Background: an optimization exercise with open tools, aiming at small area. Do not read the settings as production practice. At most, simulation tests tie the RTL to the original design; equivalence was not proved. Only the layout flow was run in run 2; the RTL was not checked for function there. No run shown here takes its clock network from TritonCTS; it comes from the design's own scripts or RTL. The clock input has no modelled driver; a real chip could not lean on it and would need a root buffer or a full tree. Power figures rest on the tool's default switching activity, not on a simulated workload.

[design/flow/config.mk]
export PLATFORM = sky130hd
export DESIGN_NAME = dhtdec
export DESIGN_NICKNAME = dhtdec
export VERILOG_FILES = /design/flow/design.v
export SDC_FILE = /design/flow/constraint.sdc
export NUM_CORES = 4
export LEC_CHECK = 0
export CAP_MARGIN = 20
export CORE_MARGIN = 2
export CORE_UTILIZATION = 40
export PLACE_DENSITY = 0.6
export SLEW_MARGIN = 20
export SYNTH_HIERARCHICAL = 1
[design/flow/constraint.sdc]
create_clock -name core_clock -period 10.0 [get_ports {clk}]
set_input_delay 2.0000 -clock core_clock [delete_from_list [all_inputs] [get_ports {clk}]]
set_output_delay 2.0000 -clock core_clock [all_outputs]
set_load 0.01 [all_outputs]
[design/flow/design.v]
module dht_fa (
    input  wire a,
    input  wire b,
    input  wire c,
    output wire s,
    output wire co
);
    assign s  = a ^ b ^ c;
    assign co = (a & b) | (a & c) | (b & c);
endmodule
module dht_ha (
    input  wire a,
    input  wire b,
    output wire s,
    output wire co
);
    assign s  = a ^ b;
    assign co = a & b;
endmodule
module dht_inc #(parameter integer W = 8) (
    input  wire [W-1:0] q,
    output wire [W-1:0] y
);
    wire [W:0] c;
    assign y[0] = !q[0];
    assign c[1] = q[0];
    genvar i;
    generate
        for (i = 1; i < W - 1; i = i + 1) begin : g
            dht_ha u (.a(q[i]), .b(c[i]), .s(y[i]), .co(c[i+1]));
        end
    endgenerate
    assign y[W-1] = q[W-1] ^ c[W-1];
endmodule
module dht_incc #(parameter integer W = 8) (
    input  wire [W-1:0] q,
    input  wire         ci,
    output wire [W-1:0] y
);
    wire [W:0] c;
    assign c[0] = ci;
    genvar i;
    generate
        for (i = 0; i < W - 1; i = i + 1) begin : g
            dht_ha u (.a(q[i]), .b(c[i]), .s(y[i]), .co(c[i+1]));
        end
    endgenerate
    assign y[W-1] = q[W-1] ^ c[W-1];
endmodule
module dht_sum4 (
    input  wire [7:0] b0,
    input  wire [7:0] b1,
    input  wire [7:0] b2,
    input  wire [7:0] b3,
    output wire [7:0] sum
);
    wire [7:0] s1, c1, s2, c2;
    wire [7:0] k;
    genvar i;
    generate
        for (i = 0; i < 7; i = i + 1) begin : g1
            dht_fa u (.a(b0[i]), .b(b1[i]), .c(b2[i]), .s(s1[i]), .co(c1[i]));
        end
    endgenerate
    assign s1[7] = b0[7] ^ b1[7] ^ b2[7];
    dht_ha u20 (.a(s1[0]), .b(b3[0]), .s(s2[0]), .co(c2[0]));
    generate
        for (i = 1; i < 7; i = i + 1) begin : g2
            dht_fa u (.a(s1[i]), .b(c1[i-1]), .c(b3[i]), .s(s2[i]), .co(c2[i]));
        end
    endgenerate
    assign s2[7] = s1[7] ^ c1[6] ^ b3[7];
    assign sum[0] = s2[0];
    dht_ha u31 (.a(s2[1]), .b(c2[0]), .s(sum[1]), .co(k[2]));
    generate
        for (i = 2; i < 7; i = i + 1) begin : g3
            dht_fa u (.a(s2[i]), .b(c2[i-1]), .c(k[i]), .s(sum[i]), .co(k[i+1]));
        end
    endgenerate
    assign sum[7] = s2[7] ^ c2[6] ^ k[7];
endmodule
module dht_x10 (
    input  wire [7:0]  x,
    output wire [11:0] y
);
    wire [8:0] c;
    assign y[0] = 1'b0;
    assign y[1] = x[0];
    assign y[2] = x[1];
    dht_ha u0 (.a(x[0]), .b(x[2]), .s(y[3]), .co(c[1]));
    genvar i;
    generate
        for (i = 1; i < 6; i = i + 1) begin : g
            dht_fa u (.a(x[i]), .b(x[i+2]), .c(c[i]), .s(y[i+3]), .co(c[i+1]));
        end
    endgenerate
    dht_ha u6 (.a(x[6]), .b(c[6]), .s(y[9]), .co(c[7]));
    dht_ha u7 (.a(x[7]), .b(c[7]), .s(y[10]), .co(y[11]));
endmodule
module dht_rate (
    input  wire [21:0] now,
    input  wire [21:0] last,
    output wire        lt
);
    localparam [21:0] MIN_PERIOD = 22'd3000000;    
    wire        b6 = (now[5:0] < last[5:0]);
    wire [22:6] c;
    wire [21:6] d;
    wire [22:6] l;
    assign c[6] = !b6;                             
    assign l[6] = 1'b0;
    genvar i;
    generate
        for (i = 6; i < 22; i = i + 1) begin : g
            wire nl = !last[i];
            dht_fa u (.a(now[i]), .b(nl), .c(c[i]), .s(d[i]), .co(c[i+1]));
            if (MIN_PERIOD[i]) begin : g1
                assign l[i+1] = !d[i] | l[i];
            end else begin : g0
                assign l[i+1] = !d[i] & l[i];
            end
        end
    endgenerate
    assign lt = l[22];
endmodule
module dht_neg (
    input  wire [14:0] mag,
    input  wire        neg,
    output wire [15:0] y
);
    wire [15:0] q;
    assign q[0] = 1'b0;
    genvar i;
    generate
        for (i = 0; i < 15; i = i + 1) begin : g
            assign y[i]   = mag[i] ^ q[i];
            assign q[i+1] = q[i] | (neg & mag[i]);
        end
    endgenerate
    assign y[15] = q[15];
endmodule
module dht_sel (
    input  wire       cv,
    input  wire [3:0] cmd_op,
    input  wire       variant,
    input  wire       last_ok_valid,
    output wire       rsp_valid,
    output wire       s_res,
    output wire       s_dec0,
    output wire       s_hum1,
    output wire       s_temp1,
    output wire       s_frame,
    output wire       s_time,
    output wire       s_stat
);
    wire ok  = cv & !cmd_op[3];
    wire okv = ok & last_ok_valid;
    assign rsp_valid = ok & (cmd_op[2:1] != 2'b00);
    assign s_res   = ok  & (cmd_op[2:0] == 3'd2);
    assign s_dec0  = okv & !variant & ((cmd_op[2:0] == 3'd3) | (cmd_op[2:0] == 3'd4));
    assign s_hum1  = okv & variant & (cmd_op[2:0] == 3'd3);
    assign s_temp1 = okv & variant & (cmd_op[2:0] == 3'd4);
    assign s_frame = okv & (cmd_op[2:0] == 3'd5);
    assign s_time  = okv & (cmd_op[2:0] == 3'd6);
    assign s_stat  = ok  & (cmd_op[2:0] == 3'd7);
endmodule
module dht_mux8 (
    input  wire       s,
    input  wire [7:0] a,
    input  wire [7:0] b,
    output wire [7:0] y
);
    assign y = s ? a : b;
endmodule
module dht_aor (
    input  wire        s_res,
    input  wire        s_dec0,
    input  wire        s_hum1,
    input  wire        s_temp1,
    input  wire        s_frame,
    input  wire        s_time,
    input  wire        s_stat,
    input  wire [2:0]  last_result,
    input  wire [11:0] x10,
    input  wire [15:0] temp1,
    input  wire [39:0] last_frame,
    input  wire [21:0] last_ok_time,
    input  wire [12:0] status_image,
    output wire [40:0] r
);
    assign r = ({41{s_res}}   & {38'd0, last_result}) |
               ({41{s_dec0}}  & {29'd0, x10}) |
               ({41{s_hum1}}  & {25'd0, last_frame[39:24]}) |
               ({41{s_temp1}} & {{25{temp1[15]}}, temp1}) |
               ({41{s_frame}} & {1'b0, last_frame}) |
               ({41{s_time}}  & {19'd0, last_ok_time}) |
               ({41{s_stat}}  & {28'd0, status_image});
endmodule
module dht_rsp (
    input  wire        cv,
    input  wire [3:0]  cmd_op,
    input  wire        variant,
    input  wire        last_ok_valid,
    input  wire [2:0]  last_result,
    input  wire [39:0] last_frame,
    input  wire [21:0] last_ok_time,
    input  wire [12:0] status_image,
    output wire        rsp_valid,
    output wire [63:0] rsp_data
);
    wire s_res, s_dec0, s_hum1, s_temp1, s_frame, s_time, s_stat;
    dht_sel u_sel (.cv(cv), .cmd_op(cmd_op), .variant(variant), .last_ok_valid(last_ok_valid),
                   .rsp_valid(rsp_valid), .s_res(s_res), .s_dec0(s_dec0), .s_hum1(s_hum1),
                   .s_temp1(s_temp1), .s_frame(s_frame), .s_time(s_time), .s_stat(s_stat));
    wire [7:0] x10_in;
    dht_mux8 u_xm (.s(cmd_op[0]), .a(last_frame[39:32]), .b(last_frame[23:16]), .y(x10_in));
    wire [11:0] x10;
    dht_x10 u_x10 (.x(x10_in), .y(x10));
    wire [15:0] temp1;
    dht_neg u_neg (.mag(last_frame[22:8]), .neg(last_frame[23]), .y(temp1));
    wire [40:0] r;
    dht_aor u_aor (.s_res(s_res), .s_dec0(s_dec0), .s_hum1(s_hum1), .s_temp1(s_temp1),
                   .s_frame(s_frame), .s_time(s_time), .s_stat(s_stat),
                   .last_result(last_result), .x10(x10), .temp1(temp1), .last_frame(last_frame),
                   .last_ok_time(last_ok_time), .status_image(status_image), .r(r));
    assign rsp_data = {{23{r[40]}}, r};
endmodule
module dhtdec (
    input  wire        clk,
    input  wire        rst,         
    input  wire        variant,     
    input  wire        pin_i,       
    output wire        pin_o,
    output wire        pin_oe,
    output wire        pin_pu,
    input  wire        cmd_valid,
    input  wire [3:0]  cmd_op,
    output wire [1:0]  cmd_ack,
    output wire        rsp_valid,
    output wire [63:0] rsp_data,
    output wire        done_valid,
    output wire [2:0]  done_code,
    output wire        busy
);
    localparam [14:0] TP = 15'b010101010101010;
    reg [3:0]  phase;
    reg [14:0] tq;
    reg [5:0]  bitidx;
    reg [31:0] bits;
    reg        mism;
    reg [2:0]  last_result;
    reg [39:0] last_frame;
    reg [21:0] last_ok_time;
    reg        last_ok_valid;
    reg        rate_limited;
    reg [21:0] now;
    wire [14:0] tmr = tq ^ TP;
    wire idle   = (phase == 4'd0);
    wire ph1    = (phase == 4'd1);
    wire ph2    = (phase == 4'd2);
    wire ph3    = (phase == 4'd3);
    wire ph4    = (phase == 4'd4);
    wire ph5    = (phase == 4'd5);
    wire ph6    = (phase == 4'd6);
    wire ph7    = (phase == 4'd7);
    wire ph8    = (phase == 4'd8);
    wire ph9    = (phase == 4'd9);
    wire ph10   = (phase == 4'd10);
    wire t_low11 = !tmr[0] & tmr[1] & tmr[2] & !tmr[3] & tmr[4] & !tmr[5] & !tmr[6] &
                   tmr[7] & !tmr[8] & tmr[9] & tmr[10] & !tmr[11] & tmr[12] & tmr[14];   
    wire t_low22 = tmr[0] & !tmr[1] & !tmr[2] & tmr[3] & !tmr[4] & !tmr[5] & tmr[7] &
                   !tmr[8] & !tmr[10] & tmr[14];                                          
    wire t_29    = !tmr[0] & tmr[1] & !tmr[14];
    wire t_39    = tmr[8] & !tmr[9] & !tmr[10] & tmr[11];
    wire t_40    = tmr[9] & !tmr[10] & !tmr[11] & tmr[12];
    wire t_100   = !tmr[1] & tmr[2] & !tmr[10];
    wire t_75    = !tmr[0] & tmr[1] & !tmr[4];
    wire t_50    = !tmr[5] & tmr[6] & !tmr[7];
    wire hit_low  = variant ? t_low22 : t_low11;
    wire is_wait  = ph4 | ph5 | ph6 | ph7 | ph9;
    wire wait_lvl = ph4 | ph6 | ph9;
    wire exit_w   = is_wait & (pin_i != wait_lvl);
    wire hit      = ph1 |
                    (ph2 & hit_low) |
                    (ph3 & t_29) |
                    (ph4 & t_40) |
                    ((ph5 | ph6) & t_100) |
                    (ph7 & t_75) |
                    (ph8 & t_39) |
                    (ph9 & t_50);
    wire timed    = ph1 | ph2 | ph3 | ph8;
    wire adv_t    = timed & hit;
    wire fail     = is_wait & !exit_w & hit;
    wire last_bit = bitidx[5] & bitidx[2] & bitidx[1] & bitidx[0];    
    wire sample   = ph8 & hit;
    wire [7:0] sum;
    dht_sum4 u_sum (.b0(bits[31:24]), .b1(bits[23:16]), .b2(bits[15:8]), .b3(bits[7:0]), .sum(sum));
    wire exp_bit = sum[~bitidx[2:0]];
    wire bad_bit = pin_i ^ exp_bit;
    wire [21:0] now_inc;
    dht_inc #(.W(22)) u_ninc (.q(now), .y(now_inc));
    wire lt_next;
    dht_rate u_rate (.now(now_inc), .last(last_ok_time), .lt(lt_next));
    wire        cv       = cmd_valid & !rst;
    wire        read_cmd = cmd_valid & (cmd_op == 4'd1);
    wire        start    = read_cmd & idle & !rate_limited;
    wire        cmd_done = cv & (cmd_op == 4'd1) & idle & rate_limited;
    wire        csum_ok  = !mism;
    wire        seq_done = fail | ph10;
    wire        commit   = ph10 & csum_ok;
    wire [2:0]  seq_code = ph10 ? (csum_ok ? 3'd0 : 3'd5) :
                           ph4 ? 3'd1 : ph5 ? 3'd2 : ph6 ? 3'd3 : 3'd4;
    reg [3:0] phase_n;
    always @(*) begin
        case (phase)
            4'd0:    phase_n = start ? 4'd1 : 4'd0;
            4'd1:    phase_n = 4'd2;
            4'd2:    phase_n = hit ? 4'd3 : 4'd2;
            4'd3:    phase_n = hit ? 4'd4 : 4'd3;
            4'd4:    phase_n = exit_w ? 4'd5 : hit ? 4'd0 : 4'd4;
            4'd5:    phase_n = exit_w ? 4'd6 : hit ? 4'd0 : 4'd5;
            4'd6:    phase_n = exit_w ? 4'd7 : hit ? 4'd0 : 4'd6;
            4'd7:    phase_n = exit_w ? 4'd8 : hit ? 4'd0 : 4'd7;
            4'd8:    phase_n = hit ? 4'd9 : 4'd8;
            4'd9:    phase_n = exit_w ? (last_bit ? 4'd10 : 4'd7) : hit ? 4'd0 : 4'd9;
            default: phase_n = 4'd0;
        endcase
    end
    wire [5:0] idx_next;
    dht_incc #(.W(6)) u_iinc (.q(bitidx), .ci(ph9 & exit_w & !last_bit), .y(idx_next));
    wire [14:0] tmr_n = (idle | adv_t | exit_w) ? 15'd0 : {tmr[13:0], !(tmr[14] ^ tmr[13])};
    always @(posedge clk) begin
        tq <= tmr_n ^ TP;
        if (sample & !bitidx[5]) bits <= {bits[30:0], pin_i};
        if (sample & bitidx[5])  mism <= bad_bit | (mism & (bitidx[2:0] != 3'd0));
        if (commit) begin
            last_frame   <= {bits, sum};
            last_ok_time <= now;
        end
        if (rst) begin
            phase         <= 4'd0;
            bitidx        <= 6'd0;
            last_result   <= 3'd0;
            last_ok_valid <= 1'b0;
            rate_limited  <= 1'b0;
            now           <= 22'd0;
        end else begin
            now    <= now_inc;
            phase  <= phase_n;
            bitidx <= seq_done ? 6'd0 : idx_next;
            if (seq_done)
                last_result <= seq_code;
            if (commit)
                last_ok_valid <= 1'b1;
            rate_limited <= commit | (last_ok_valid & lt_next);
        end
    end
    dht_rsp u_rsp (.cv(cv), .cmd_op(cmd_op), .variant(variant), .last_ok_valid(last_ok_valid),
                   .last_result(last_result), .last_frame(last_frame), .last_ok_time(last_ok_time),
                   .status_image({bitidx, phase, variant, last_ok_valid, !idle}),
                   .rsp_valid(rsp_valid), .rsp_data(rsp_data));
    assign cmd_ack = !cv ? 2'd0 :
                     cmd_op[3] ? 2'd3 :
                     ((cmd_op[2:0] == 3'd1) & !idle) ? 2'd2 : 2'd1;
    assign done_valid = !rst & (seq_done | cmd_done);
    assign done_code  = rst ? 3'd0 : seq_done ? seq_code : cmd_done ? last_result : 3'd0;
    assign pin_oe = ph1 | ph2 | ph3;
    assign pin_o  = !ph2;
    assign pin_pu = 1'b1;
    assign busy   = !idle;
endmodule
[design/flow/flow/run.sh]
#!/bin/bash
# Own layout flow: the standard ORFS flow (standard.sh, with its
# standard synthesis), with two changes:
#  - ports get the smallest buffer (buf_1) instead of ORFS's pick;
#  - combinational cells start at their smallest size, and the clock tree
#    is built by flow/my_cts.tcl (one root buffer and
#    CTS_NLEAF leaf buffers over location clusters of the flip-flops)
#    in place of TritonCTS.
# The output of the whole flow goes to standard.log here; each ORFS step
# also keeps its own log under orfs/logs/.
set -euo pipefail
export BUFFER_PORTS_ARGS="-buffer_cell sky130_fd_sc_hd__buf_1"
export PRE_CTS_TCL="$PWD/flow/my_cts.tcl"
export CTS_NLEAF=9
export CTS_LEAFBUF=sky130_fd_sc_hd__clkbuf_8
export CTS_ROOTBUF=sky130_fd_sc_hd__clkbuf_8
bash standard.sh > standard.log 2>&1
[design/flow/flow/my_cts.tcl]
# Sourced as PRE_CTS_TCL by ORFS's cts.tcl.
#
# 1. Combinational cells are set to their smallest drive strength (the
#    timing repair that cts.tcl and the later steps run sizes up again
#    where a path needs it).
#

set n 0
foreach inst [get_cells *] {
  set m [get_property $inst ref_name]
  if {[regexp {df|tap|buf|conb|fill|decap|diode|clkinv|dly} $m]} { continue }
  if {![regexp {^(sky130_fd_sc_hd__\w+)_([0-9]+)$} $m -> base d]} { continue }
  if {$d <= 1} { continue }
  set a [get_property [get_lib_cells */$m] area]
  foreach s {0 1} {
    set c [get_lib_cells -quiet */${base}_$s]
    if {$c ne "" && [get_property $c area] < $a} {
      replace_cell $inst $c
      incr n
      break
    }
  }
}
puts "downsize: $n cells"

set nleaf   [expr {[info exists ::env(CTS_NLEAF)] ? $::env(CTS_NLEAF) : 4}]
set leafbuf [expr {[info exists ::env(CTS_LEAFBUF)] ? $::env(CTS_LEAFBUF) : "sky130_fd_sc_hd__clkbuf_8"}]
set rootbuf [expr {[info exists ::env(CTS_ROOTBUF)] ? $::env(CTS_ROOTBUF) : ""}]

set db    [ord::get_db]
set block [ord::get_db_block]
set clk   [$block findNet clk]
$clk setSigType CLOCK

# sinks and their positions
set sinks {}
foreach it [$clk getITerms] {
  set inst [$it getInst]
  set box  [$inst getBBox]
  set x [expr {([$box xMin] + [$box xMax]) / 2.0}]
  set y [expr {([$box yMin] + [$box yMax]) / 2.0}]
  lappend sinks [list $it $x $y]
}
set n [llength $sinks]
puts "my_cts: $n clock sinks, $nleaf leaf buffers ($leafbuf)"

# k-means with deterministic start: sinks sorted by x, split evenly
set sorted [lsort -real -index 1 $sinks]
set cx {}; set cy {}
for {set k 0} {$k < $nleaf} {incr k} {
  set s [lindex $sorted [expr {int(($k + 0.5) * $n / $nleaf)}]]
  lappend cx [lindex $s 1]; lappend cy [lindex $s 2]
}
set assign {}
for {set iter 0} {$iter < 50} {incr iter} {
  # balanced assignment: each cluster takes at most ceil(n/nleaf) sinks,
  # sinks in order of how much they prefer their nearest centre
  set cap [expr {int(ceil(double($n) / $nleaf))}]
  set cand {}
  set i 0
  foreach s $sinks {
    set ds {}
    for {set k 0} {$k < $nleaf} {incr k} {
      set dx [expr {[lindex $s 1] - [lindex $cx $k]}]
      set dy [expr {[lindex $s 2] - [lindex $cy $k]}]
      lappend ds [list $k [expr {abs($dx) + abs($dy)}]]
    }
    set ds [lsort -real -index 1 $ds]
    set regret [expr {[llength $ds] > 1 ? [lindex $ds 1 1] - [lindex $ds 0 1] : 0}]
    lappend cand [list $i $ds $regret]
    incr i
  }
  set cand [lsort -real -decreasing -index 2 $cand]
  set cnt {}
  for {set k 0} {$k < $nleaf} {incr k} { lappend cnt 0 }
  set new [lrepeat $n 0]
  foreach c $cand {
    foreach d [lindex $c 1] {
      set k [lindex $d 0]
      if {[lindex $cnt $k] < $cap} {
        lset cnt $k [expr {[lindex $cnt $k] + 1}]
        lset new [lindex $c 0] $k
        break
      }
    }
  }
  # new centres
  set sx [lrepeat $nleaf 0.0]; set sy [lrepeat $nleaf 0.0]
  set i 0
  foreach s $sinks {
    set k [lindex $new $i]
    lset sx $k [expr {[lindex $sx $k] + [lindex $s 1]}]
    lset sy $k [expr {[lindex $sy $k] + [lindex $s 2]}]
    incr i
  }
  for {set k 0} {$k < $nleaf} {incr k} {
    if {[lindex $cnt $k] > 0} {
      lset cx $k [expr {[lindex $sx $k] / [lindex $cnt $k]}]
      lset cy $k [expr {[lindex $sy $k] / [lindex $cnt $k]}]
    }
  }
  if {$new eq $assign} { break }
  set assign $new
}
puts "my_cts: cluster sizes $cnt"

# the tree
set lmaster [$db findMaster $leafbuf]
set src $clk
if {$rootbuf ne ""} {
  set rmaster [$db findMaster $rootbuf]
  set rinst [odb::dbInst_create $block $rmaster "clkbuf_root"]
  set rnet  [odb::dbNet_create $block "clknet_root"]
  $rnet setSigType CLOCK
  [$rinst findITerm A] connect $clk
  [$rinst findITerm X] connect $rnet
  set rx 0.0; set ry 0.0
  for {set k 0} {$k < $nleaf} {incr k} { set rx [expr {$rx + [lindex $cx $k]}]; set ry [expr {$ry + [lindex $cy $k]}] }
  $rinst setLocation [expr {int($rx / $nleaf)}] [expr {int($ry / $nleaf)}]
  $rinst setPlacementStatus PLACED
  set src $rnet
}
set nets {}
for {set k 0} {$k < $nleaf} {incr k} {
  set inst [odb::dbInst_create $block $lmaster "clkbuf_leaf_$k"]
  set net  [odb::dbNet_create $block "clknet_leaf_$k"]
  $net setSigType CLOCK
  lappend nets $net
  $inst setLocation [expr {int([lindex $cx $k])}] [expr {int([lindex $cy $k])}]
  $inst setPlacementStatus PLACED
}
set i 0
foreach s $sinks {
  set it [lindex $s 0]
  set net [lindex $nets [lindex $assign $i]]
  $it disconnect
  $it connect $net
  incr i
}
for {set k 0} {$k < $nleaf} {incr k} {
  set inst [$block findInst "clkbuf_leaf_$k"]
  [$inst findITerm A] connect $src
  [$inst findITerm X] connect [lindex $nets $k]
}

# skip TritonCTS; the rest of cts.tcl runs on this tree
proc clock_tree_synthesis {args} {
  puts "my_cts: TritonCTS skipped"
  set_propagated_clock [all_clocks]
}
[design/flow/standard.sh]
#!/bin/bash
# synth_recipe.tcl (not shown) runs the flow's synth.tcl, then flattens the netlist and writes it again
# the make line also repeats each setting of config.mk as NAME=value (left out here)
make -C /OpenROAD-flow-scripts/flow DESIGN_CONFIG=/design/flow/config.mk WORK_HOME=/design/flow/orfs CLKGATE_MAP_FILE= SYNTH_SCRIPT=/design/flow/synth_recipe.tcl "${@:-finish}"
==> flow_summary_export.csv, run 1 <==
group,metric,value,unit
timing,max_slew_margin,39.0,%
yosys,synth-xor-area-share,2.77,%
critical_path,critical-path-top-delay-family,"adder cells",
routing,wl_per_cell,19.4,um
routing,vias_per_cell,5.46,
layout,instances_no_fill,979,
outcome,status,"complete, no violations",
critical_path,crit_buf_inv,0,
grt,grt.overflow.total,0,
yosys,synth_edf_count,95,
yosys,synthFlopType,"edfxtp_1",
routing,drc,0,
timing,setup_tns,0,ps
yosys,syn_area,7940,um2
layout,drive_gt1_share,3.64,%
yosys,muxShareOfSynthArea,2.62,%
yosys,yosys-top-cells-area,"edfxtp_1 (36%), dfxtp_1 (13%), fa_1 (9.8%)",
critical_path,path_class,"flop to flop",
floorplanning,die_height,145,um
layout,final_nets,799,
yosys,yosys.area.top_type_share,35.9,%
timing,final_hold_viol_count,0,
critical_path,start_kind,"flop",
timing,fin_crit_sh,90.2,%
pwr,leakage,0.00308,uW
yosys,yosys.area.top_type,"edfxtp_1",
min_path,min_from,"tq[12]",
floorplanning,io_pins,84,
yosys,synth_top_family_by_area,"adder cells",
clock_tree,cts_resized,0,
timing,setup_viol,0,
timing,layout_min_cycle_time,9020,ps
timing,rsz0062_at_grt,"false",
timing,holdWs,404,ps
yosys,synthAdderAreaFrac,15.4,%
routing,routed_wirelength,19000,um
critical_path,critPathLaunch,"now[1]",
grt,grt_pass1_wl,29300,um
placed_design,dp.final_hpwl,14000,um
timing,fmax,0.111,GHz
yosys,netlist_instances,673,
yosys,yosysMostFrequentCell,"edfxtp_1",
grt,antenna_found_initial,0,
job,cap_violations,0,
grt,grtUsageTotal,18.1,%
critical_path,endpoint_kind,"flop",
placed_design,gp_congestion,0.935,
yosys,syn_avg_cell_area,11.8,um2
clock_tree,ctsHoldBuffers,0,
yosys,ys_ff_latch,147,
critical_path,timing.rr.start,"now[1]",
yosys,synth_nets,756,
yosys,async_flop_share,0,%
placed_design,io_buffers,82,
floorplanning,start_util,40.8,%
critical_path,cp_max_fo,2,
yosys,synthTopCellsByCount,"edfxtp_1 (95), nand2_1 (77), dfxtp_1 (52), a22oi_1 (47), fa_1 (39)",
min_path,worst_hold_path.endpoint,"tq[13]",
clock_tree,cts.clk_slew.worst_paths,110,ps
floorplanning,chipWidth,145,um
routing,drt_iter0_drc,478,
floorplanning,core_area,19500,um2
yosys,yosysSeqAreaShare,49.1,%
critical_path,cp_slowest_stage_delay,540,ps
pwr,design_power_total,952,uW
timing,skew,25.2,ps
critical_path,worstPathRequired,10310,ps
critical_path,cp_slowest_cell,"fa_1",
grt,grt_max_degree,66,
critical_path,r2r_slack,980,ps
yosys,yosys_warnings,7,
critical_path,arrival,9330,ps
layout,antennaDiodeCount,0,
timing,tightest_slew,915,ps
layout,syn2layout_area_growth,4.71,%
yosys,synth_cell_types,69,
floorplanning,fp.dieArea,21000,um2
floorplanning,rows,51,
clock_tree,cts_post_setup_buffers_inserted,0,
clock_tree,worst_skew_pair.late_latency,430,ps
grt,grt_pass1_vias,5188,
timing,finalMaxSlewViolations,0,
routing,routed-via-count,5345,
yosys,synthSimpleGateAreaFrac,14.0,%
critical_path,r2r_cells,29,
routing,ant_nets,0,
critical_path,cp_common_cell,"fa_1",
critical_path,reg2reg_to,"rate_limited",
pwr,ir_worst_vdd,68.6,uV
min_path,whs_path_depth,1,
min_path,hold_path_class,"flop to flop",
pwr,power.density,115,nW/um2
routing,dr.pass1.iters,5,
placed_design,dp.cells,969,
yosys,synth-compound-area-share,10.0,%
## sequential cells by signal (all words and copies together) (netlist names)
register and flops:
phase 4, now 22, last_ok_time 22, mism 1
bits 32, bitidx 6, last_ok_valid 1, tq 15
rate_limited 1, last_result 3, last_frame 40
## layout make-up
cell class	instances	area, um2
Sequential cell	147	3890
Fill cell	1839	11200
Inverter	32	120
Tap cell	265	332
Buffer	10	138
Multi-Input combinational cell	436	3470
Timing Repair Buffer	89	360
## per-module statistics from Yosys (local to each module, per instance), a selection
module,copies in the design,area [um2]
dhtdec,1,5040
dht_aor,1,701
dht_neg,1,278
dht_rate,1,239
dht_rsp,1,173
dht_mux8,1,131
dht_sel,1,105
dht_sum4,1,70.1
dht_x10,1,26.3
dht_fa,39,20.0
dht_ha,30,12.5
## layer usage
metal	up-vias	GRT usage (%)	routed length, um
li1	2459	-	-
met1	2665	27.0	8840
met2	193	28.8	8580
met3	28	1.28	1020
met4	0	4.29	518
met5	-	0	0
## worst register-to-register path, delay by kind of cell (launching register included)
kind            cells  cell delay (ps)
fa+ha+maj          22             7830
compound gates      4              480
flops               1              340
simple gates        3              260
## kinds of logic (layout without fill, tap and decap cells)
group,after synthesis,after routing
buf+inv,90,131
fa+ha+maj,74,74
xor+xnor,22,22
simple gates,219,219
compound gates,105,105
mux,14,14
other cells,2,2
flops,147,147
## report_power, final
part	switching, uW	internal (uW)	leakage [uW]
Combinational	23.7	13.3	0.00169
Clock	180	90.4	0.0000719
Sequential	4.75	640	0.00132
## worst max path at each step
stage,end,cells after the start
detailed placement,rate_limited,29
global route,rate_limited,29
global placement,rate_limited,29
floorplan,rate_limited,29
CTS,rate_limited,29
finish,rate_limited,29
## metrics by stage
stage	setup slack [ps]	util, %	cell area [um2]
final	979	42.7	8310
after CTS	971	42.7	8300
after detailed placement	1010	42.6	8290
after global routing	635	42.7	8310
after global placement	1270	42.6	8290
after floorplan	1400	-	7940
## placed cells by master, fill, tap and decap left out, drive strengths merged, types with 3 or more instances in the layout
| cell type | n |
|---|---|
| a211oi | 4 |
| dfxtp | 52 |
| a22oi | 47 |
| edfxtp | 95 |
| or3 | 3 |
| fa | 39 |
| inv | 32 |
| nand2 | 78 |
| o31a | 3 |
| nand3b | 5 |
| nor4 | 7 |
| a222oi | 4 |
| a21oi | 5 |
| mux2 | 10 |
| nor2 | 38 |
| o21ai | 18 |
| xnor2 | 18 |
| clkbuf | 10 |
| nor2b | 28 |
| buf | 89 |
| o31ai | 6 |
| nand4 | 3 |
| nor3b | 7 |
| o21a | 3 |
| nand3 | 19 |
| nand2b | 4 |
| ha | 35 |
| nor3 | 14 |
==> run 2: changes to the inputs <==
--- a/design/flow/design.v
+++ b/design/flow/design.v
@@ -17,21 +17,6 @@
     assign s  = a ^ b;
     assign co = a & b;
 endmodule
-module dht_inc #(parameter integer W = 8) (
-    input  wire [W-1:0] q,
-    output wire [W-1:0] y
-);
-    wire [W:0] c;
-    assign y[0] = !q[0];
-    assign c[1] = q[0];
-    genvar i;
-    generate
-        for (i = 1; i < W - 1; i = i + 1) begin : g
-            dht_ha u (.a(q[i]), .b(c[i]), .s(y[i]), .co(c[i+1]));
-        end
-    endgenerate
-    assign y[W-1] = q[W-1] ^ c[W-1];
-endmodule
 module dht_incc #(parameter integer W = 8) (
     input  wire [W-1:0] q,
     input  wire         ci,
@@ -97,27 +82,46 @@
     dht_ha u6 (.a(x[6]), .b(c[6]), .s(y[9]), .co(c[7]));
     dht_ha u7 (.a(x[7]), .b(c[7]), .s(y[10]), .co(y[11]));
 endmodule
+module dht_ninc #(parameter integer W = 8) (
+    input  wire [W-1:0] q,
+    output wire [W-1:0] ny
+);
+    wire [W:0] c;
+    assign c[0] = 1'b1;
+    genvar i;
+    generate
+        for (i = 0; i < W; i = i + 1) begin : g
+            assign ny[i]  = !(q[i] ^ c[i]);
+            assign c[i+1] = q[i] & c[i];
+        end
+    endgenerate
+endmodule
 module dht_rate (
-    input  wire [21:0] now,
+    input  wire [21:0] nnow,
     input  wire [21:0] last,
     output wire        lt
 );
     localparam [21:0] MIN_PERIOD = 22'd3000000;    
-    wire        b6 = (now[5:0] < last[5:0]);
     wire [22:6] c;
-    wire [21:6] d;
+    wire [21:6] e;                                 
     wire [22:6] l;
-    assign c[6] = !b6;                             
-    assign l[6] = 1'b0;
+    wire [6:0] lc;
+    assign lc[0] = 1'b0;
     genvar i;
     generate
+        for (i = 0; i < 6; i = i + 1) begin : gl
+            assign lc[i+1] = (nnow[i] & last[i]) | (nnow[i] & lc[i]) | (last[i] & lc[i]);
+        end
+    endgenerate
+    assign c[6] = lc[6];
+    assign l[6] = 1'b0;
+    generate
         for (i = 6; i < 22; i = i + 1) begin : g
-            wire nl = !last[i];
-            dht_fa u (.a(now[i]), .b(nl), .c(c[i]), .s(d[i]), .co(c[i+1]));
+            dht_fa u (.a(nnow[i]), .b(last[i]), .c(c[i]), .s(e[i]), .co(c[i+1]));
             if (MIN_PERIOD[i]) begin : g1
-                assign l[i+1] = !d[i] | l[i];
+                assign l[i+1] = e[i] | l[i];
             end else begin : g0
-                assign l[i+1] = !d[i] & l[i];
+                assign l[i+1] = e[i] & l[i];
             end
         end
     endgenerate
@@ -297,10 +301,10 @@
     dht_sum4 u_sum (.b0(bits[31:24]), .b1(bits[23:16]), .b2(bits[15:8]), .b3(bits[7:0]), .sum(sum));
     wire exp_bit = sum[~bitidx[2:0]];
     wire bad_bit = pin_i ^ exp_bit;
-    wire [21:0] now_inc;
-    dht_inc #(.W(22)) u_ninc (.q(now), .y(now_inc));
+    wire [21:0] nnow_inc;                           
+    dht_ninc #(.W(22)) u_ninc (.q(now), .ny(nnow_inc));
     wire lt_next;
-    dht_rate u_rate (.now(now_inc), .last(last_ok_time), .lt(lt_next));
+    dht_rate u_rate (.nnow(nnow_inc), .last(last_ok_time), .lt(lt_next));
     wire        cv       = cmd_valid & !rst;
     wire        read_cmd = cmd_valid & (cmd_op == 4'd1);
     wire        start    = read_cmd & idle & !rate_limited;
@@ -345,7 +349,7 @@
             rate_limited  <= 1'b0;
             now           <= 22'd0;
         end else begin
-            now    <= now_inc;
+            now    <= ~nnow_inc;
             phase  <= phase_n;
             bitidx <= seq_done ? 6'd0 : idx_next;
             if (seq_done)
==> run 2 against run 1 <==
Critical path depth shrank 1. Total power shrank 0.33%. Via count grew 0.52%. Sequential power barely moved.
==> flow_summary_export.csv, run 2 <==
group,metric,value,unit
timing,tightest_slew,997,ps
timing,final_hold_viol_count,0,
critical_path,path_class,"flop to flop",
yosys,synth_cell_types,69,
critical_path,cp_max_fo,4,
yosys,muxShareOfSynthArea,2.65,%
timing,setup_tns,0,ps
critical_path,start_kind,"flop",
critical_path,r2r_slack,1260,ps
timing,max_slew_margin,33.4,%
layout,antennaDiodeCount,0,
floorplanning,rows,51,
grt,grt_pass1_wl,28400,um
layout,layout_common_cells,"edfxtp_1 (95), buf_1 (82), nand2_1 (76)",
yosys,yosys_warnings,7,
routing,ant_nets,0,
yosys,synthTopCellsByCount,"edfxtp_1 (95), nand2_1 (75), nor2_1 (61), dfxtp_1 (52), a22oi_1 (46)",
yosys,synth_edf_count,95,
timing,skew,26.8,ps
timing,layout_min_cycle_time,8740,ps
clock_tree,ctsHoldBuffers,0,
yosys,yosysMostFrequentCell,"edfxtp_1",
yosys,yosysSeqAreaShare,49.7,%
timing,finalMaxSlewViolations,0,
floorplanning,core_area,19300,um2
layout,drive_gt1_share,3.65,%
yosys,syn_area,7840,um2
yosys,synth-xor-area-share,2.81,%
grt,grt.overflow.total,0,
floorplanning,io_pins,84,
placed_design,gp_congestion,0.923,
timing,fmax,0.114,GHz
timing,setup_viol,0,
routing,routed-via-count,5373,
clock_tree,cts.clk_slew.worst_paths,120,ps
job,cap_violations,0,
yosys,async_flop_share,0,%
layout,largest_reg_flops,40,
layout,final_nets,792,
routing,routed_wirelength,18600,um
critical_path,cp_slowest_cell,"fa_1",
clock_tree,worst_skew_pair.late_latency,450,ps
yosys,synth_nets,749,
yosys,ys_ff_latch,147,
timing,holdWs,398,ps
pwr,power.density,115,nW/um2
yosys,yosys.area.top_type,"edfxtp_1",
floorplanning,chipWidth,144,um
layout,syn2layout_area_growth,4.83,%
routing,vias_per_cell,5.50,
grt,grt_max_degree,66,
yosys,yosys-top-cells-area,"edfxtp_1 (36%), dfxtp_1 (13%), fa_1 (10%)",
pwr,leakage,0.00292,uW
layout,top_register,"last_frame",
floorplanning,start_util,40.6,%
layout,nFillCells,1824,
floorplanning,fp.dieArea,20700,um2
grt,antenna_found_initial,0,
placed_design,dp.final_hpwl,13900,um
critical_path,worstPathRequired,10340,ps
yosys,yosys.area.top_type_share,36.4,%
timing,fin_crit_sh,87.4,%
critical_path,cp_slowest_stage_delay,470,ps
critical_path,r2r_cells,28,
yosys,synth-compound-area-share,10.5,%
yosys,synthFlopType,"edfxtp_1",
yosys,synth_top_family_by_area,"adder cells",
clock_tree,cts_post_setup_buffers_inserted,0,
routing,dr.pass1.iters,7,
critical_path,endpoint_kind,"flop",
routing,drc,0,
min_path,whs_path_depth,1,
clock_tree,cts_resized,0,
yosys,synthAdderAreaFrac,14.7,%
min_path,hold_path_class,"flop to flop",
layout,regArea,3890,um2
routing,wl_per_cell,19.0,um
yosys,netlist_instances,671,
yosys,synthSimpleGateAreaFrac,13.4,%
grt,grt_pass1_vias,5165,
yosys,syn_avg_cell_area,11.7,um2
critical_path,arrival,9080,ps
outcome,status,"complete, no violations",
placed_design,io_buffers,82,
routing,drt_iter0_drc,413,
grt,grtUsageTotal,17.6,%
critical_path,cp_common_cell,"fa_1",
timing,rsz0062_at_grt,"false",
pwr,ir_worst_vdd,73.1,uV
layout,layout_commonest_cell,"edfxtp_1",
floorplanning,die_height,144,um
layout,multi_input_area,3380,um2
layout,reg_top3,"last_frame: 40 flops, bits: 32 flops",
## run 2: path summary, 6_finish.rpt
kind	startpoint	endpoint
setup / recovery	now[0]	rate_limited
hold / removal	tq[12]	tq[13]
setup reg to reg	now[0]	rate_limited
hold reg to reg	tq[12]	tq[13]
## run 2: worst max-delay path, delay by kind of cell (launching register included)
kind	cells	cell delay, ps
compound gates	4	560
buf+inv	1	60
fa+ha+maj	21	7380
simple gates	2	270
flops	1	350
## run 2: where the power goes
part | internal [uW] | switching (uW) | total, uW
Combinational | 11.1 | 22.7 | 33.8
Clock | 90.1 | 181 | 271
Sequential | 640 | 4.09 | 644
## run 2: cells by family (layout without fill, tap and decap cells)
kind of cell,after synthesis,in the layout
buf+inv,89,130
xor+xnor,22,22
mux,14,14
other cells,2,2
fa+ha+maj,69,69
simple gates,218,218
flops,147,147
compound gates,110,110
## run 2: area by class of cell
cell class / instances / share of cell area, %
timing repair buffer: 90 / 4.47
multi-input combinational: 435 / 41.1
inverter: 30 / 1.37
tap: 265 / 4.03
buffer: 10 / 1.67
sequential: 147 / 47.4
## run 2: Yosys stat by module, one instance, submodules excluded, a selection
| module | area, um2 | copies in the design | flip-flops and latches | cells |
|---|---|---|---|---|
| dht_ha | 12.5 | 10 | 0 | 1 |
| dht_x10 | 26.3 | 1 | 0 | 4 |
| dht_fa | 20.0 | 39 | 0 | 1 |
| dht_aor | 701 | 1 | 0 | 124 |
| dht_neg | 278 | 1 | 0 | 40 |
| dht_sum4 | 70.1 | 1 | 0 | 5 |
| dht_rate | 124 | 1 | 0 | 20 |
## run 2: per-layer routing
layer | up-vias | GRT usage, % | wire length, um
met5 | - | 0 | 0
met4 | 0 | 4.64 | 563
met3 | 34 | 1.99 | 1140
met2 | 181 | 29.3 | 8670
met1 | 2701 | 24.6 | 8230
li1 | 2457 | - | -
## run 2: stage by stage
stage | utilization (%) | power, uW | cells | area (um2) | setup slack, ps
2_1_floorplan | - | 684 | 671 | 7840 | 1650
3_3_place_gp | 42.4 | 692 | 967 | 8190 | 1470
3_5_place_dp | 42.4 | 694 | 967 | 8190 | 1220
4_1_cts | 42.5 | 956 | 977 | 8210 | 1250
5_1_grt | 42.5 | 980 | 977 | 8220 | 839
6_report | 42.5 | 949 | 977 | 8220 | 1260
==> run 3: changes to the inputs <==
--- a/design/flow/design.v
+++ b/design/flow/design.v
@@ -32,37 +32,31 @@
     endgenerate
     assign y[W-1] = q[W-1] ^ c[W-1];
 endmodule
-module dht_sum4 (
-    input  wire [7:0] b0,
-    input  wire [7:0] b1,
-    input  wire [7:0] b2,
-    input  wire [7:0] b3,
-    output wire [7:0] sum
+module dht_horner (
+    input  wire [7:0] acc,
+    input  wire [2:0] n,
+    output wire [7:0] y
 );
-    wire [7:0] s1, c1, s2, c2;
-    wire [7:0] k;
+    wire [8:2] k;
+    assign y[0] = n[0];
+    dht_ha u1 (.a(acc[0]), .b(n[1]), .s(y[1]), .co(k[2]));
+    dht_fa u2 (.a(acc[1]), .b(n[2]), .c(k[2]), .s(y[2]), .co(k[3]));
     genvar i;
     generate
-        for (i = 0; i < 7; i = i + 1) begin : g1
-            dht_fa u (.a(b0[i]), .b(b1[i]), .c(b2[i]), .s(s1[i]), .co(c1[i]));
+        for (i = 3; i < 7; i = i + 1) begin : g
+            dht_ha u (.a(acc[i-1]), .b(k[i]), .s(y[i]), .co(k[i+1]));
         end
     endgenerate
-    assign s1[7] = b0[7] ^ b1[7] ^ b2[7];
-    dht_ha u20 (.a(s1[0]), .b(b3[0]), .s(s2[0]), .co(c2[0]));
-    generate
-        for (i = 1; i < 7; i = i + 1) begin : g2
-            dht_fa u (.a(s1[i]), .b(c1[i-1]), .c(b3[i]), .s(s2[i]), .co(c2[i]));
-        end
-    endgenerate
-    assign s2[7] = s1[7] ^ c1[6] ^ b3[7];
-    assign sum[0] = s2[0];
-    dht_ha u31 (.a(s2[1]), .b(c2[0]), .s(sum[1]), .co(k[2]));
-    generate
-        for (i = 2; i < 7; i = i + 1) begin : g3
-            dht_fa u (.a(s2[i]), .b(c2[i-1]), .c(k[i]), .s(sum[i]), .co(k[i+1]));
-        end
-    endgenerate
-    assign sum[7] = s2[7] ^ c2[6] ^ k[7];
+    assign y[7] = acc[6] ^ k[7];
+endmodule
+module dht_pop4 (
+    input  wire [3:0] t,
+    output wire [2:0] n
+);
+    wire s, c0, c1;
+    dht_fa u0 (.a(t[0]), .b(t[1]), .c(t[2]), .s(s), .co(c0));
+    dht_ha u1 (.a(s), .b(t[3]), .s(n[0]), .co(c1));
+    dht_ha u2 (.a(c0), .b(c1), .s(n[1]), .co(n[2]));
 endmodule
 module dht_x10 (
     input  wire [7:0]  x,
@@ -251,6 +245,7 @@
     reg [14:0] tq;
     reg [5:0]  bitidx;
     reg [31:0] bits;
+    reg [7:0]  acc;
     reg        mism;
     reg [2:0]  last_result;
     reg [39:0] last_frame;
@@ -297,10 +292,13 @@
     wire fail     = is_wait & !exit_w & hit;
     wire last_bit = bitidx[5] & bitidx[2] & bitidx[1] & bitidx[0];    
     wire sample   = ph8 & hit;
-    wire [7:0] sum;
-    dht_sum4 u_sum (.b0(bits[31:24]), .b1(bits[23:16]), .b2(bits[15:8]), .b3(bits[7:0]), .sum(sum));
-    wire exp_bit = sum[~bitidx[2:0]];
-    wire bad_bit = pin_i ^ exp_bit;
+    wire       rot = ph8 & bitidx[5] & (bitidx[2:0] == 3'd0) & !tmr[7] & !tmr[9];
+    wire [2:0] pop;
+    dht_pop4 u_pop (.t({bits[31], bits[23], bits[15], bits[7]}), .n(pop));
+    wire [2:0] acc_n = rot ? pop : {2'b00, acc[7]};
+    wire [7:0] acc_next;
+    dht_horner u_hor (.acc(acc), .n(acc_n), .y(acc_next));
+    wire bad_bit = pin_i ^ acc[7];
     wire [21:0] nnow_inc;                           
     dht_ninc #(.W(22)) u_ninc (.q(now), .ny(nnow_inc));
     wire lt_next;
@@ -335,10 +333,11 @@
     wire [14:0] tmr_n = (idle | adv_t | exit_w) ? 15'd0 : {tmr[13:0], !(tmr[14] ^ tmr[13])};
     always @(posedge clk) begin
         tq <= tmr_n ^ TP;
-        if (sample & !bitidx[5]) bits <= {bits[30:0], pin_i};
+        if ((sample & !bitidx[5]) | rot) bits <= {bits[30:0], rot ? bits[31] : pin_i};
+        if (rot | (sample & bitidx[5]))  acc <= acc_next;
         if (sample & bitidx[5])  mism <= bad_bit | (mism & (bitidx[2:0] != 3'd0));
         if (commit) begin
-            last_frame   <= {bits, sum};
+            last_frame   <= {bits[7:0], bits[31:8], acc};
             last_ok_time <= now;
         end
         if (rst) begin
==> design/flow/flow/run.sh (replaced) <==
#!/bin/bash
# Own layout flow: the standard ORFS flow (standard.sh, with its
# standard synthesis), with these changes:
#  - ports get the smallest buffer (buf_1) instead of ORFS's pick;
#  - before clock tree synthesis, combinational cells are set to their
#    smallest size (the later timing repair sizes up where needed);
#  - the clock tree is built by flow/my_cts.tcl (one root buffer and
#    CTS_NLEAF leaf buffers over location clusters of the flip-flops) in
#    place of TritonCTS, and flow/post_cts.tcl strengthens any leaf buffer
#    whose flip-flops would see a clock slew above CTS_SLEW_TARGET (ns).
# The output of the whole flow goes to standard.log here; each ORFS step
# also keeps its own log under orfs/logs/.
set -euo pipefail
export BUFFER_PORTS_ARGS="-buffer_cell sky130_fd_sc_hd__buf_1"
export PRE_CTS_TCL="$PWD/flow/my_cts.tcl"
export POST_CTS_TCL="$PWD/flow/post_cts.tcl"
export CTS_NLEAF=9
export CTS_LEAFBUF=sky130_fd_sc_hd__clkbuf_8
export CTS_ROOTBUF=sky130_fd_sc_hd__clkbuf_16
export CTS_SLEW_TARGET=0.118
bash standard.sh > standard.log 2>&1
--- a/design/flow/flow/my_cts.tcl
+++ b/design/flow/flow/my_cts.tcl
@@ -44,63 +44,36 @@
 set n [llength $sinks]
 puts "my_cts: $n clock sinks, $nleaf leaf buffers ($leafbuf)"
 
-# k-means with deterministic start: sinks sorted by x, split evenly
-set sorted [lsort -real -index 1 $sinks]
-set cx {}; set cy {}
-for {set k 0} {$k < $nleaf} {incr k} {
-  set s [lindex $sorted [expr {int(($k + 0.5) * $n / $nleaf)}]]
-  lappend cx [lindex $s 1]; lappend cy [lindex $s 2]
+# clusters by recursive bisection: each set is cut across its longer side,
+# in proportion to the number of leaves each part gets
+proc bisect {items k} {
+  if {$k <= 1} { return [list $items] }
+  set xs {}; set ys {}
+  foreach s $items { lappend xs [lindex $s 1]; lappend ys [lindex $s 2] }
+  set xs [lsort -real $xs]; set ys [lsort -real $ys]
+  set w [expr {[lindex $xs end] - [lindex $xs 0]}]
+  set h [expr {[lindex $ys end] - [lindex $ys 0]}]
+  set idx [expr {$w >= $h ? 1 : 2}]
+  set sorted [lsort -real -index $idx $items]
+  set k1 [expr {$k / 2}]
+  set k2 [expr {$k - $k1}]
+  set n [llength $sorted]
+  set cut [expr {int(round(double($n) * $k1 / $k))}]
+  return [concat [bisect [lrange $sorted 0 [expr {$cut - 1}]] $k1] \
+                 [bisect [lrange $sorted $cut end] $k2]]
 }
-set assign {}
-for {set iter 0} {$iter < 50} {incr iter} {
-  # balanced assignment: each cluster takes at most ceil(n/nleaf) sinks,
-  # sinks in order of how much they prefer their nearest centre
-  set cap [expr {int(ceil(double($n) / $nleaf))}]
-  set cand {}
-  set i 0
-  foreach s $sinks {
-    set ds {}
-    for {set k 0} {$k < $nleaf} {incr k} {
-      set dx [expr {[lindex $s 1] - [lindex $cx $k]}]
-      set dy [expr {[lindex $s 2] - [lindex $cy $k]}]
-      lappend ds [list $k [expr {abs($dx) + abs($dy)}]]
-    }
-    set ds [lsort -real -index 1 $ds]
-    set regret [expr {[llength $ds] > 1 ? [lindex $ds 1 1] - [lindex $ds 0 1] : 0}]
-    lappend cand [list $i $ds $regret]
-    incr i
-  }
-  set cand [lsort -real -decreasing -index 2 $cand]
-  set cnt {}
-  for {set k 0} {$k < $nleaf} {incr k} { lappend cnt 0 }
-  set new [lrepeat $n 0]
-  foreach c $cand {
-    foreach d [lindex $c 1] {
-      set k [lindex $d 0]
-      if {[lindex $cnt $k] < $cap} {
-        lset cnt $k [expr {[lindex $cnt $k] + 1}]
-        lset new [lindex $c 0] $k
-        break
-      }
-    }
-  }
-  # new centres
-  set sx [lrepeat $nleaf 0.0]; set sy [lrepeat $nleaf 0.0]
-  set i 0
-  foreach s $sinks {
-    set k [lindex $new $i]
-    lset sx $k [expr {[lindex $sx $k] + [lindex $s 1]}]
-    lset sy $k [expr {[lindex $sy $k] + [lindex $s 2]}]
-    incr i
-  }
-  for {set k 0} {$k < $nleaf} {incr k} {
-    if {[lindex $cnt $k] > 0} {
-      lset cx $k [expr {[lindex $sx $k] / [lindex $cnt $k]}]
-      lset cy $k [expr {[lindex $sy $k] / [lindex $cnt $k]}]
-    }
-  }
-  if {$new eq $assign} { break }
-  set assign $new
+set idxd {}
+set i 0
+foreach s $sinks { lappend idxd [list $i [lindex $s 1] [lindex $s 2]]; incr i }
+set groups [bisect $idxd $nleaf]
+set assign [lrepeat $n 0]
+set cx {}; set cy {}; set cnt {}
+set k 0
+foreach g $groups {
+  set sx 0.0; set sy 0.0
+  foreach s $g { lset assign [lindex $s 0] $k; set sx [expr {$sx + [lindex $s 1]}]; set sy [expr {$sy + [lindex $s 2]}] }
+  lappend cx [expr {$sx / [llength $g]}]; lappend cy [expr {$sy / [llength $g]}]; lappend cnt [llength $g]
+  incr k
 }
 puts "my_cts: cluster sizes $cnt"
 
==> design/flow/flow/post_cts.tcl (new file) <==
# Sourced as POST_CTS_TCL by ORFS's cts.tcl, after its legalisation and
# timing repair: a leaf clock buffer whose flip-flop clock pins would see
# too slow a slew is swapped for the next stronger clock buffer.
set limit [expr {[info exists ::env(CTS_SLEW_TARGET)] ? $::env(CTS_SLEW_TARGET) : 0.105}]
estimate_parasitics -placement
set changed 0
foreach c [get_cells clkbuf_leaf_*] {
  set x [get_pins -of_objects $c -filter "direction==output"]
  set mx 0
  foreach p [get_pins -of_objects [get_nets -of_objects $x] -filter "direction==input"] {
    set s [get_property $p slew_max]
    if {$s > $mx} { set mx $s }
  }
  if {$mx > $limit} {
    set m [get_property $c ref_name]
    set up [string map {clkbuf_8 clkbuf_16 clkbuf_4 clkbuf_8 clkbuf_2 clkbuf_4} $m]
    if {$up ne $m} {
      puts "post_cts: [get_name $c] slew [format %.3f $mx] > $limit: $m -> $up"
      replace_cell $c [get_lib_cells */$up]
      incr changed
    }
  }
}
if {$changed} {
  detailed_placement
  check_placement -verbose
  estimate_parasitics -placement
}
set mx 0
foreach p [get_pins -hierarchical */CLK] { set s [get_property $p slew_max]; if {$s > $mx} { set mx $s } }
puts "post_cts: max flip-flop clock slew [format %.3f $mx]"
==> run 3 against run 2 <==
Still clean. Design area down 0.76%. Routed wire length is 3.5% lower. Sequential cell count is 8 higher. Total power grew 3.8%. Clock skew shrank 12 ps. Maximum frequency increased by 0.12%. Clock power up 6%. Critical endpoint unchanged. Largest cell class unchanged.
==> flow_summary_export.csv, run 3 <==
group,metric,value,unit
floorplanning,die_height,144,um
timing,setup_ws,1270,ps
layout,nFillCells,1882,
placed_design,gp_congestion,0.822,
timing,skew,15.1,ps
pwr,leakage,0.00287,uW
timing,rsz0062_at_grt,"false",
grt,grt_max_degree,65,
grt,use_met2,26.1,%
pwr,ir_worst_vdd,81.9,uV
critical_path,critical-path-top-delay-family,"adder cells",
layout,antennaDiodeCount,0,
timing,finalMaxSlewViolations,0,
grt,antenna_found_initial,0,
critical_path,endpoint_kind,"flop",
layout,multi_input_area,3060,um2
critical_path,cp_common_cell,"fa_1",
timing,final_hold_viol_count,0,
routing,vias_per_cell,5.46,
placed_design,io_buffers,82,
yosys,yosys.area.top_type,"edfxtp_1",
timing,layout_min_cycle_time,8730,ps
layout,largest_reg_flops,40,
yosys,yosysSeqAreaShare,52.6,%
layout,drive_gt1_share,3.52,%
routing,drc,0,
yosys,syn_area,7860,um2
routing,dr.pass1.iters,8,
layout,regArea,4130,um2
critical_path,cp_slowest_cell,"fa_1",
outcome,status,"complete, no violations",
critical_path,timing.rr.start,"now[0]",
critical_path,critPathLaunch,"now[0]",
yosys,syn_avg_cell_area,11.7,um2
yosys,synth_nets,738,
timing,tightest_slew,1010,ps
yosys,synth_edf_count,103,
critical_path,worstPathRequired,10270,ps
pwr,design_power_total,985,uW
pwr,power.density,121,nW/um2
yosys,yosys_warnings,7,
grt,grtUsageMet1,26.2,%
yosys,yosys.area.top_type_share,39.4,%
timing,max_slew_margin,32.2,%
min_path,min_from,"tq[12]",
layout,syn2layout_area_growth,3.82,%
placed_design,dp.final_hpwl,13200,um
yosys,synthFlopType,"edfxtp_1",
layout,final_nets,779,
clock_tree,worst_skew_pair.late_latency,380,ps
floorplanning,core_area,19400,um2
yosys,yosys-top-cells-area,"edfxtp_1 (39%), dfxtp_1 (13%), fa_1 (5.9%)",
critical_path,start_kind,"flop",
grt,grt_pass1_wl,28000,um
floorplanning,start_util,40.5,%
clock_tree,cts.clk_slew.worst_paths,110,ps
layout,reg_top3,"last_frame: 40 flops, bits: 32 flops",
routing,wl_per_cell,18.4,um
timing,fmax,0.115,GHz
grt,grtUsageTotal,17.0,%
layout,top_register,"last_frame",
critical_path,arrival,9010,ps
grt,grt.overflow.total,0,
routing,ant_nets,0,
critical_path,crit_buf_inv,1,
grt,grt_pass1_vias,5013,
floorplanning,rows,51,
yosys,synthTopCellsByCount,"edfxtp_1 (103), nand2_1 (71), nor2_1 (56), dfxtp_1 (52), a22oi_1 (46)",
grt,grt_busiest_layer,"met1",
critical_path,cp_max_fo,4,
layout,layout_commonest_cell,"edfxtp_1",
layout,layout_common_cells,"edfxtp_1 (103), buf_1 (82), nand2_1 (72)",
timing,fin_crit_sh,87.3,%
yosys,netlist_instances,671,
placed_design,place_worst_setup_slack,1290,ps
timing,setup_tns,0,ps
routing,routed_wirelength,18000,um
critical_path,cp_slowest_stage_delay,480,ps
timing,setup_viol,0,
critical_path,path_class,"flop to flop",
min_path,hold_path_class,"flop to flop",
routing,drt_iter0_drc,423,
yosys,async_flop_share,0,%
yosys,ys_ff_latch,155,
floorplanning,io_pins,84,
floorplanning,fp.dieArea,20800,um2
job,cap_violations,0,
routing,routed-via-count,5319,
yosys,yosysMostFrequentCell,"edfxtp_1",
grt,grt_use_met3,1.62,%
floorplanning,chipWidth,144,um
yosys,synth_cell_types,70,
run 3: cell families after synthesis:
kind of cell,Yosys count,synth area share [%]
AO/OA/AOI/OAI,117,11.0
XOR/XNOR,20,2.23
adder cells (fa/ha/maj),58,11.4
buffers and inverters,93,7.18
flip-flops,155,52.6
multiplexers,10,1.82
other,2,0.0956
AND/OR/NAND/NOR,216,13.7
run 3: area by class of cell:
type	count	share of cell area, %
Tap cell	265	4.06
Timing Repair Buffer	89	4.42
Sequential cell	155	50.7
Buffer	10	1.83
Inverter	33	1.52
Multi-Input combinational cell	423	37.5
run 3: path summary, 6_finish.rpt:
kind	to	slack [ps]	cells past startpoint
setup / recovery	rate_limited	1270	27
hold / removal	tq[13]	390	1
setup reg to reg	rate_limited	1270	27
hold reg to reg	tq[13]	390	1
run 3: through the flow:
| stage | std cells | hold slack (ps) | util (%) | area [um2] |
|---|---|---|---|---|
| after global routing | 975 | 430 | 42.1 | 8160 |
| after detailed placement | 965 | 370 | 41.9 | 8130 |
| after global placement | 965 | 369 | 41.9 | 8130 |
| after floorplan | 671 | 358 | - | 7860 |
| final | 975 | 393 | 42.1 | 8160 |
run 3: modules after synthesis, one instance, submodules excluded, a selection:
module | copies in the design | cells | area, um2 | flops+latches
dht_aor | 1 | 124 | 701 | 0
dht_fa | 23 | 1 | 20.0 | 0
dht_ha | 15 | 1 | 12.5 | 0
dht_horner | 1 | 2 | 16.3 | 0
dht_mux8 | 1 | 9 | 131 | 0
dht_neg | 1 | 40 | 278 | 0
dht_rate | 1 | 20 | 124 | 0
dht_rsp | 1 | 23 | 173 | 0
dht_sel | 1 | 17 | 105 | 0
dht_x10 | 1 | 4 | 26.3 | 0
dhtdec | 1 | 351 | 5310 | 155
run 3: layer usage:
metal | vias up | routed length [um]
met5 | - | 0
met3 | 32 | 1290
met4 | 0 | 511
li1 | 2473 | -
met1 | 2592 | 8420
met2 | 222 | 7740
run 3: power by group:
part	internal (uW)	switching, uW	total, uW
clock	100	185	286
sequential	675	1.37	677
combinational	7.46	15.4	22.9
total	783	202	985
==> run 4: changes to the inputs <==
--- a/design/flow/design.v
+++ b/design/flow/design.v
@@ -240,10 +240,10 @@
     output wire [2:0]  done_code,
     output wire        busy
 );
-    localparam [14:0] TP = 15'b010101010101010;
+    localparam [6:0] TP = 7'b1010101 ^ 7'b1111111;
     reg [3:0]  phase;
-    reg [14:0] tq;
-    reg [5:0]  bitidx;
+    reg [6:0]  tq;
+    reg [7:0]  thi;
     reg [31:0] bits;
     reg [7:0]  acc;
     reg        mism;
@@ -253,7 +253,8 @@
     reg        last_ok_valid;
     reg        rate_limited;
     reg [21:0] now;
-    wire [14:0] tmr = tq ^ TP;
+    wire [6:0] t = tq ^ TP;
+    wire [5:0] bitidx = thi[5:0];      
     wire idle   = (phase == 4'd0);
     wire ph1    = (phase == 4'd1);
     wire ph2    = (phase == 4'd2);
@@ -265,16 +266,17 @@
     wire ph8    = (phase == 4'd8);
     wire ph9    = (phase == 4'd9);
     wire ph10   = (phase == 4'd10);
-    wire t_low11 = !tmr[0] & tmr[1] & tmr[2] & !tmr[3] & tmr[4] & !tmr[5] & !tmr[6] &
-                   tmr[7] & !tmr[8] & tmr[9] & tmr[10] & !tmr[11] & tmr[12] & tmr[14];   
-    wire t_low22 = tmr[0] & !tmr[1] & !tmr[2] & tmr[3] & !tmr[4] & !tmr[5] & tmr[7] &
-                   !tmr[8] & !tmr[10] & tmr[14];                                          
-    wire t_29    = !tmr[0] & tmr[1] & !tmr[14];
-    wire t_39    = tmr[8] & !tmr[9] & !tmr[10] & tmr[11];
-    wire t_40    = tmr[9] & !tmr[10] & !tmr[11] & tmr[12];
-    wire t_100   = !tmr[1] & tmr[2] & !tmr[10];
-    wire t_75    = !tmr[0] & tmr[1] & !tmr[4];
-    wire t_50    = !tmr[5] & tmr[6] & !tmr[7];
+    wire t_29  = !t[1] & !t[4] & t[5];
+    wire t_39  = !t[1] & !t[2] & t[3] & !t[4];
+    wire t_40  = !t[2] & !t[3] & t[4] & !t[5];
+    wire t_100 = !t[0] & t[1] & t[2] & !t[3] & t[4] & !t[5] & !t[6];
+    wire t_75  = t[0] & !t[1] & !t[2] & t[3] & !t[5];
+    wire t_50  = !t[0] & t[1] & !t[3] & t[4];
+    wire t_92  = t[0] & t[1] & !t[2] & !t[3] & t[4] & !t[6];
+    wire t_94  = !t[0] & t[1] & t[2] & !t[4] & !t[5] & t[6];
+    wire wrap  = (t == 7'b1000000);                  
+    wire t_low11 = thi[7] & thi[3] & thi[2] & thi[0] & t_92;
+    wire t_low22 = thi[3] & thi[2] & thi[1] & thi[0] & t_94;
     wire hit_low  = variant ? t_low22 : t_low11;
     wire is_wait  = ph4 | ph5 | ph6 | ph7 | ph9;
     wire wait_lvl = ph4 | ph6 | ph9;
@@ -292,7 +294,7 @@
     wire fail     = is_wait & !exit_w & hit;
     wire last_bit = bitidx[5] & bitidx[2] & bitidx[1] & bitidx[0];    
     wire sample   = ph8 & hit;
-    wire       rot = ph8 & bitidx[5] & (bitidx[2:0] == 3'd0) & !tmr[7] & !tmr[9];
+    wire       rot = ph8 & bitidx[5] & (bitidx[2:0] == 3'd0) & !t[0] & t[1];
     wire [2:0] pop;
     dht_pop4 u_pop (.t({bits[31], bits[23], bits[15], bits[7]}), .n(pop));
     wire [2:0] acc_n = rot ? pop : {2'b00, acc[7]};
@@ -328,11 +330,11 @@
             default: phase_n = 4'd0;
         endcase
     end
-    wire [5:0] idx_next;
-    dht_incc #(.W(6)) u_iinc (.q(bitidx), .ci(ph9 & exit_w & !last_bit), .y(idx_next));
-    wire [14:0] tmr_n = (idle | adv_t | exit_w) ? 15'd0 : {tmr[13:0], !(tmr[14] ^ tmr[13])};
+    wire [7:0] thi_next;
+    dht_incc #(.W(8)) u_hinc (.q(thi), .ci((ph2 & wrap) | (ph9 & exit_w & !last_bit)), .y(thi_next));
+    wire [6:0] t_n = (idle | adv_t | exit_w) ? 7'd0 : {t[5:0], !(t[6] ^ t[5])};
     always @(posedge clk) begin
-        tq <= tmr_n ^ TP;
+        tq <= t_n ^ TP;
         if ((sample & !bitidx[5]) | rot) bits <= {bits[30:0], rot ? bits[31] : pin_i};
         if (rot | (sample & bitidx[5]))  acc <= acc_next;
         if (sample & bitidx[5])  mism <= bad_bit | (mism & (bitidx[2:0] != 3'd0));
@@ -342,7 +344,7 @@
         end
         if (rst) begin
             phase         <= 4'd0;
-            bitidx        <= 6'd0;
+            thi           <= 8'd0;
             last_result   <= 3'd0;
             last_ok_valid <= 1'b0;
             rate_limited  <= 1'b0;
@@ -350,7 +352,7 @@
         end else begin
             now    <= ~nnow_inc;
             phase  <= phase_n;
-            bitidx <= seq_done ? 6'd0 : idx_next;
+            thi    <= (seq_done | (ph2 & hit)) ? 8'd0 : thi_next;
             if (seq_done)
                 last_result <= seq_code;
             if (commit)
@@ -360,7 +362,7 @@
     end
     dht_rsp u_rsp (.cv(cv), .cmd_op(cmd_op), .variant(variant), .last_ok_valid(last_ok_valid),
                    .last_result(last_result), .last_frame(last_frame), .last_ok_time(last_ok_time),
-                   .status_image({bitidx, phase, variant, last_ok_valid, !idle}),
+                   .status_image({bitidx & {6{!ph2}}, phase, variant, last_ok_valid, !idle}),
                    .rsp_valid(rsp_valid), .rsp_data(rsp_data));
     assign cmd_ack = !cv ? 2'd0 :
                      cmd_op[3] ? 2'd3 :
==> run 4 against run 3 <==
Register-to-register slack gained 40 ps. Global-route usage grew 0.40 points. Worst hold slack gained 38 ps. Largest power group unchanged. Maximum frequency grew 0.48%. Area after synthesis shrank 2.1%. Routed wire length shrank 0.11%. Design area shrank 1.1%. Via count shrank 2.6%. Highest routed layer unchanged. Sequential power shrank 3.1%. Die area shrank 2.0%. Combinational power grew 54%.
==> flow_summary_export.csv, run 4 <==
group,metric,value,unit
outcome,status,"complete, no violations",
grt,grtUsageTotal,17.4,%
timing,skew,20.2,ps
layout,syn2layout_area_growth,4.88,%
critical_path,start_kind,"flop",
critical_path,worstPathRequired,10270,ps
timing,rsz0062_at_grt,"false",
yosys,ys_ff_latch,149,
yosys,synthTopCellsByCount,"edfxtp_1 (103), nand2_1 (77), nor2_1 (47), dfxtp_1 (46), a22oi_1 (45)",
layout,reg_top3,"last_frame: 40 flops, bits: 32 flops",
routing,vias_per_cell,5.49,
yosys,netlist_instances,668,
critical_path,cp_common_cell,"fa_1",
critical_path,endpoint_kind,"flop",
layout,antennaDiodeCount,0,
timing,final_hold_viol_count,0,
floorplanning,io_pins,84,
critical_path,reg2reg_to,"rate_limited",
layout,layout_common_cells,"edfxtp_1 (103), buf_1 (82), nand2_1 (78)",
min_path,whs_path_depth,1,
grt,grt_max_degree,66,
routing,routed_wirelength,17900,um
routing,ant_nets,0,
grt,antenna_found_initial,0,
timing,tightest_slew,903,ps
critical_path,crit_buf_inv,1,
yosys,synth_cell_types,74,
critical_path,arrival,8960,ps
yosys,yosys.area.top_type,"edfxtp_1",
yosys,synth_edf_count,103,
yosys,syn_area,7690,um2
yosys,syn_avg_cell_area,11.5,um2
min_path,worst_hold_path.endpoint,"tq[3]",
yosys,yosysMostFrequentCell,"edfxtp_1",
floorplanning,core_area,18800,um2
layout,final_nets,781,
yosys,synth_nets,737,
yosys,synthFlopType,"edfxtp_1",
min_path,hold_path_class,"flop to flop",
routing,drt_iter0_drc,496,
routing,drc,0,
grt,grt.overflow.total,0,
grt,grt_pass1_vias,5145,
placed_design,dp.cells,934,
critical_path,critical-path-top-delay-family,"adder cells",
routing,dr.pass1.iters,5,
clock_tree,worst_skew_pair.late_latency,380,ps
timing,finalMaxSlewViolations,0,
placed_design,dp.final_hpwl,13400,um
run 4: cell types whose count changed in the layout (fill, tap and decap cells not counted), moves of 3 or more:
cell,before,now
nand2_1,72,78
nand2b_1,4,1
nor2_1,55,46
nor3_1,13,9
nand4_1,3,6
o21ai_0,13,16
a21oi_1,16,10
and2_1,6,14
nor4_1,6,9
or3b_1,2,5
dfxtp_1,52,46
nor2b_1,2,11
a211oi_1,3,0
inv_1,32,29
run 4: Yosys stat by module, one instance, submodules excluded, excerpt:
module	copies in the design	cell area, um2	cells inside	flops+latches
dht_ha	17	12.5	1	0
dht_x10	1	26.3	4	0
dhtdec	1	5120	346	149
dht_rsp	1	173	23	0
dht_rate	1	124	20	0
dht_sel	1	105	17	0
dht_horner	1	16.3	2	0
run 4: area by class of cell:
type                            count  area (um2)  area share (%)
Buffer                             10         160            1.98
Inverter                           31         116            1.44
Multi-Input combinational cell    431        3130            38.7
Sequential cell                   149        4010            49.7
Tap cell                          234         293            3.63
Timing Repair Buffer               89         360            4.47
run 4: metrics by stage:
stage	worst slack [ps]	total power (uW)	cell area [um2]	hold slack [ps]	util, %
2_1_floorplan	1700	697	7690	389	-
3_3_place_gp	1490	706	8010	407	42.7
3_5_place_dp	1210	707	8010	415	42.7
5_1_grt	1030	1020	8070	464	43.0
6_report	1310	985	8070	430	43.0
run 4: power breakdown:
part	internal [uW]	switching, uW
Clock	109	185
Combinational	12.2	23.0
Sequential	652	3.98
Total	774	212
run 4: cell families (layout without fill, tap and decap cells):
kind of cell	Yosys count	after routing	share of synthesized area [%]
buffers and inverters	88	130	6.19
AOI/OAI and AO/OA	109	109	10.3
muxes	10	10	1.84
and+or+nand+nor	229	229	15.0
DFF	149	149	52.2
other	2	2	0.0976
xor gates and xnor gates	20	20	2.28
adders and majority gates	61	61	12.1
run 4: worst register-to-register path: stages, from the launching register on:
cell     delay (ps)
dfxtp_1         350
ha_1            200
ha_1            180
ha_1            180
ha_1            190
ha_1            270
inv_1            60
o21ai_0         170
o22ai_1         130
fa_1            400
fa_1            390
fa_1            400
fa_1            390
fa_1            390
fa_1            390
fa_1            380
fa_1            380
fa_1            390
fa_1            380
fa_1            380
fa_1            390
fa_1            400
fa_1            400
fa_1            400
fa_1            460
nor4_1          200
a31oi_1         120
o21a_1          200
run 4: routing by layer:
layer | vias up | track usage, % | routed length, um
met1 | 2540 | 24.6 | 8050
li1 | 2461 | - | -
met2 | 152 | 29.8 | 8550
met5 | - | 0 | 0
met3 | 27 | 1.51 | 933
met4 | 0 | 3.07 | 401
run 4: worst max path at each step:
stage | slack (ps) | startpoint | endpoint | cells after the start
floorplan | 1700 | now[0] | rate_limited | 27
global placement | 1490 | now[0] | rate_limited | 27
detailed placement | 1210 | now[0] | rate_limited | 27
global route | 1030 | now[0] | rate_limited | 27
finish | 1310 | now[0] | rate_limited | 27

Setup slack of run 4, layout unchanged: 1.310 ns with ideal ports, 1.310 ns with driving cells assumed (clock clkbuf_16, inputs buf_2), 1.310 ns with port delays also shifted by the 0.407 ns mid clock arrival.
